Background: an optimization exercise with open tools, aiming at small area, a short achievable clock period and few clock cycles per item. Do not read the settings as production practice. In this exercise RTL edits were held to simulation tests only and were not proved equivalent to the original.

==> flow/design.v (excerpt) <==
module gt3b_sc (
    input  wire        clk,
    input  wire        rst,
    input  wire        req_valid,
    output wire        req_ready,
    input  wire        req_write,
    input  wire [6:0]  req_addr,
    input  wire [15:0] req_wdata,
    output reg         rsp_valid,
    output reg  [15:0] rsp_rdata,
    output wire        ev_valid,
    output wire [3:0]  ev_ch,
    output wire [15:0] ev_val,
    output wire        ev_frame,
    output wire [3:0]  nch
);
Size in the first run: ~21000 cells after synthesis, roughly 1700 flip-flops, ~71 I/O pins, about 160000 sq um of cells after synthesis.
clock: 20.0 ns
lec_check: 0
abc_area: 1
cap_margin: 20
core_margin: 2
core_utilization: 50
place_density: 0.65
slew_margin: 20
run.sh (not shown) runs the stock make flow with config.mk's settings and CLKGATE_MAP_FILE= SYNTH_SCRIPT=/design/flow/synth_recipe.tcl, a recipe that flattens the netlist after the stock synthesis.
The first run passed the timing, DRC and antenna checks.
Testbench counts at the start, summed over its fixed seeds: cycles 23,041, frames 960.
Next try:
--- a/flow/design.v
+++ b/flow/design.v
@@ -639,24 +639,25 @@
     localparam K_STEER = 2'd0, K_PEXPO = 2'd1, K_PDRATE = 2'd2;
     localparam S_IDLE = 4'd0, S_WCAL = 4'd1, S_START = 4'd2, S_EXA = 4'd3, S_EXB = 4'd4,
                S_DR = 4'd5, S_MODE = 4'd6, S_MIX = 4'd7, S_SLP = 4'd8, S_SLQ = 4'd9,
                S_PSLEW = 4'd10, S_DONE = 4'd11, S_PSL0 = 4'd12;
     localparam T_IDLE = 4'd0, T_WCAL = 4'd1, T_EXA_I = 4'd2, T_EXA = 4'd3, T_EXB_I = 4'd4,
                T_EXB = 4'd5, T_ABS = 4'd6, T_DR = 4'd7, T_DR_W = 4'd8, T_MIX = 4'd9,
                T_MIX_W = 4'd10, T_DONE = 4'd11;
     localparam Q_IDLE = 3'd0, Q_S = 3'd1, Q_T0 = 3'd2, Q_T1 = 3'd3, Q_AUX = 3'd4,
                Q_BUB = 3'd5, Q_WAIT = 3'd6;
     reg        c_frame, c_sync;          
     reg [3:0]  c_sel;
     reg        p_cal;                    
+    reg        p_chp;                    
     reg [3:0]  s_st;
     reg [1:0]  s_kind;
     reg [1:0]  s_k;
     reg        s_neg;
     reg [12:0] s_mag;
     reg signed [13:0] s_val, s_p, s_q;
     reg        s_mixp;
     reg [3:0]  t_st;
     reg        t_neg;
     reg [12:0] t_mag;
     reg signed [7:0] t_str;
     reg [12:0] t_b;
@@ -848,25 +849,25 @@
     end
     reg        c0_v, c0_ev, c0_last, c0_sync;
     reg [3:0]  c0_ch;
     reg signed [13:0] c0_val;
     wire       chp_fin;
     wire       chp_evv, chp_frame;
     wire [3:0] chp_ch;
     wire signed [15:0] chp_val;
     wire signed [13:0] chp_lv;
     reg  [3:0] i_ch;
     always @* begin
         i_ch = 4'd1;
-        if (go)                 i_ch = w_sel;
+        if (p_chp)              i_ch = c_sel;
         else if (s_st == S_SLQ) i_ch = ch_4ws;
         else if (q_st == Q_T0)  i_ch = 4'd2;
         else if (q_st == Q_T1)  i_ch = ch_dig;
         else if (q_st == Q_AUX) i_ch = {1'b0, ax_i} + 4'd3;
     end
     wire [2:0] ii = i_ch[2:0] - 3'd1;
     wire signed [7:0] i_trim = (i_ch == 4'd1) ? trim_r[0] : (i_ch == 4'd2) ? trim_r[1] : 8'sd0;
     wire [7:0] i_epn = ep_r[{ii, 1'b0}];
     wire [7:0] i_epp = ep_r[{ii, 1'b1}];
     wire signed [23:0] off1 = trim_r[0] * 24'sd5000 + 24'sd4750250;
     wire signed [23:0] off2 = trim_r[1] * 24'sd5000 + 24'sd4750250;
     reg signed [10:0] c0_kn, c0_kp;
@@ -948,24 +949,25 @@
                 out_r[i]     <= 15'sd0;
             end
             for (i = 0; i < 16; i = i + 1)
                 ep_r[i] <= 8'd100;
             for (i = 0; i < 6; i = i + 1)
                 aux_r[i] <= 8'sd0;
             abs_cnt    <= 3'd0;
             abs_red    <= 1'b0;
             c_frame    <= 1'b0;
             c_sync     <= 1'b0;
             c_sel      <= 4'd0;
             p_cal      <= 1'b0;
+            p_chp      <= 1'b0;
             s_st       <= S_IDLE;
             t_st       <= T_IDLE;
             q_st       <= Q_IDLE;
             aux_rem    <= 6'd0;
             c0_v       <= 1'b0;
         end else begin
             s_v       <= accept;
             rsp_valid <= 1'b0;
             c0_v      <= 1'b0;
             c0_ev     <= 1'b1;
             c0_last   <= 1'b0;
             c0_sync   <= 1'b0;
@@ -1055,37 +1057,41 @@
                         s_k    <= w_sel[1:0];
                         s_neg  <= acc_r[13];
                         s_mag  <= mag14(acc_r);
                     end
                     8'h13: s_st <= S_PSL0;
                     8'h14: begin                     
                         abs_cnt <= abs_cnt_nx;
                         abs_red <= abs_red_nx;
                         acc_r   <= abs_out;
                         rdy     <= 1'b1;
                     end
                     8'h15: begin                     
-                        c0_v    <= 1'b1;
-                        c0_ch   <= w_sel;
-                        c0_val  <= acc_r;
-                        c0_last <= 1'b1;
+                        p_chp   <= 1'b1;
                         q_st    <= Q_WAIT;
                     end
                     8'h16: begin                     
                         last_r[w_sel[2:0] - 3'd1] <= acc_r;
                         rdy <= 1'b1;
                     end
                     default: ;
                 endcase
             end
+            if (p_chp) begin
+                c0_v    <= 1'b1;
+                c0_ch   <= c_sel;
+                c0_val  <= acc_r;
+                c0_last <= 1'b1;
+                p_chp   <= 1'b0;
+            end
             if (p_cal && (c_sel[0] ? cth_valid : cst_valid)) begin
                 acc_r <= c_sel[0] ? (cth_neg ? -$signed({1'b0, cth_mag}) : $signed({1'b0, cth_mag}))
                                   : (cst_neg ? -$signed({1'b0, cst_mag}) : $signed({1'b0, cst_mag}));
                 p_cal <= 1'b0;
                 rdy   <= 1'b1;
             end
             case (s_st)
                 S_WCAL, S_START: begin
                     if (x_go) begin
                         s_neg <= x_neg;
                         s_mag <= x_mag;
                         if (x_expo) begin
Result: Die area is lower slightly; worst setup slack is better by 0.19 ns; critical path depth is higher by 3; synthesized area drops slightly; cell area came out lower slightly; worst hold slack barely changes; clock skew stays flat; wire length went down by a few percent; via count fell slightly.
Testbench counts after the change, summed over its fixed seeds: cycles 23,041, frames 960.

afterwards: timing with drivers on the ports:
In the flow no input, the clock included, has a driving cell. The finished layouts below were timed again as built, in two steps. Step 1 (the two cells are an assumption about what drives the block):
set clk [get_ports {clk}]
set_driving_cell -lib_cell sky130_fd_sc_hd__clkbuf_16 $clk
set_driving_cell -lib_cell sky130_fd_sc_hd__buf_2 [delete_from_list [all_inputs] $clk]
Step 2 also shifts input and output timing later by t, the mid clock arrival at the registers, as if the neighbouring blocks saw the same clock. Slacks: no drivers / after step 1 / after step 2; pairs: no drivers / after step 1.
run	t, ns	slack for setup (ns)	latest minus earliest clock arrival (ns)	slew at the worst register clock pin (ns)
the first run	1.042	11.902 / 11.902 / 11.902	0.128 / 0.128	0.07 / 0.07
the second run	1.026	12.097 / 12.097 / 12.024	0.128 / 0.128	0.07 / 0.07
After both steps every run listed still meets setup and hold. The setup slack of the second run, which loses most, moves by 0.000 ns with the drivers and by -0.073 ns with both steps.
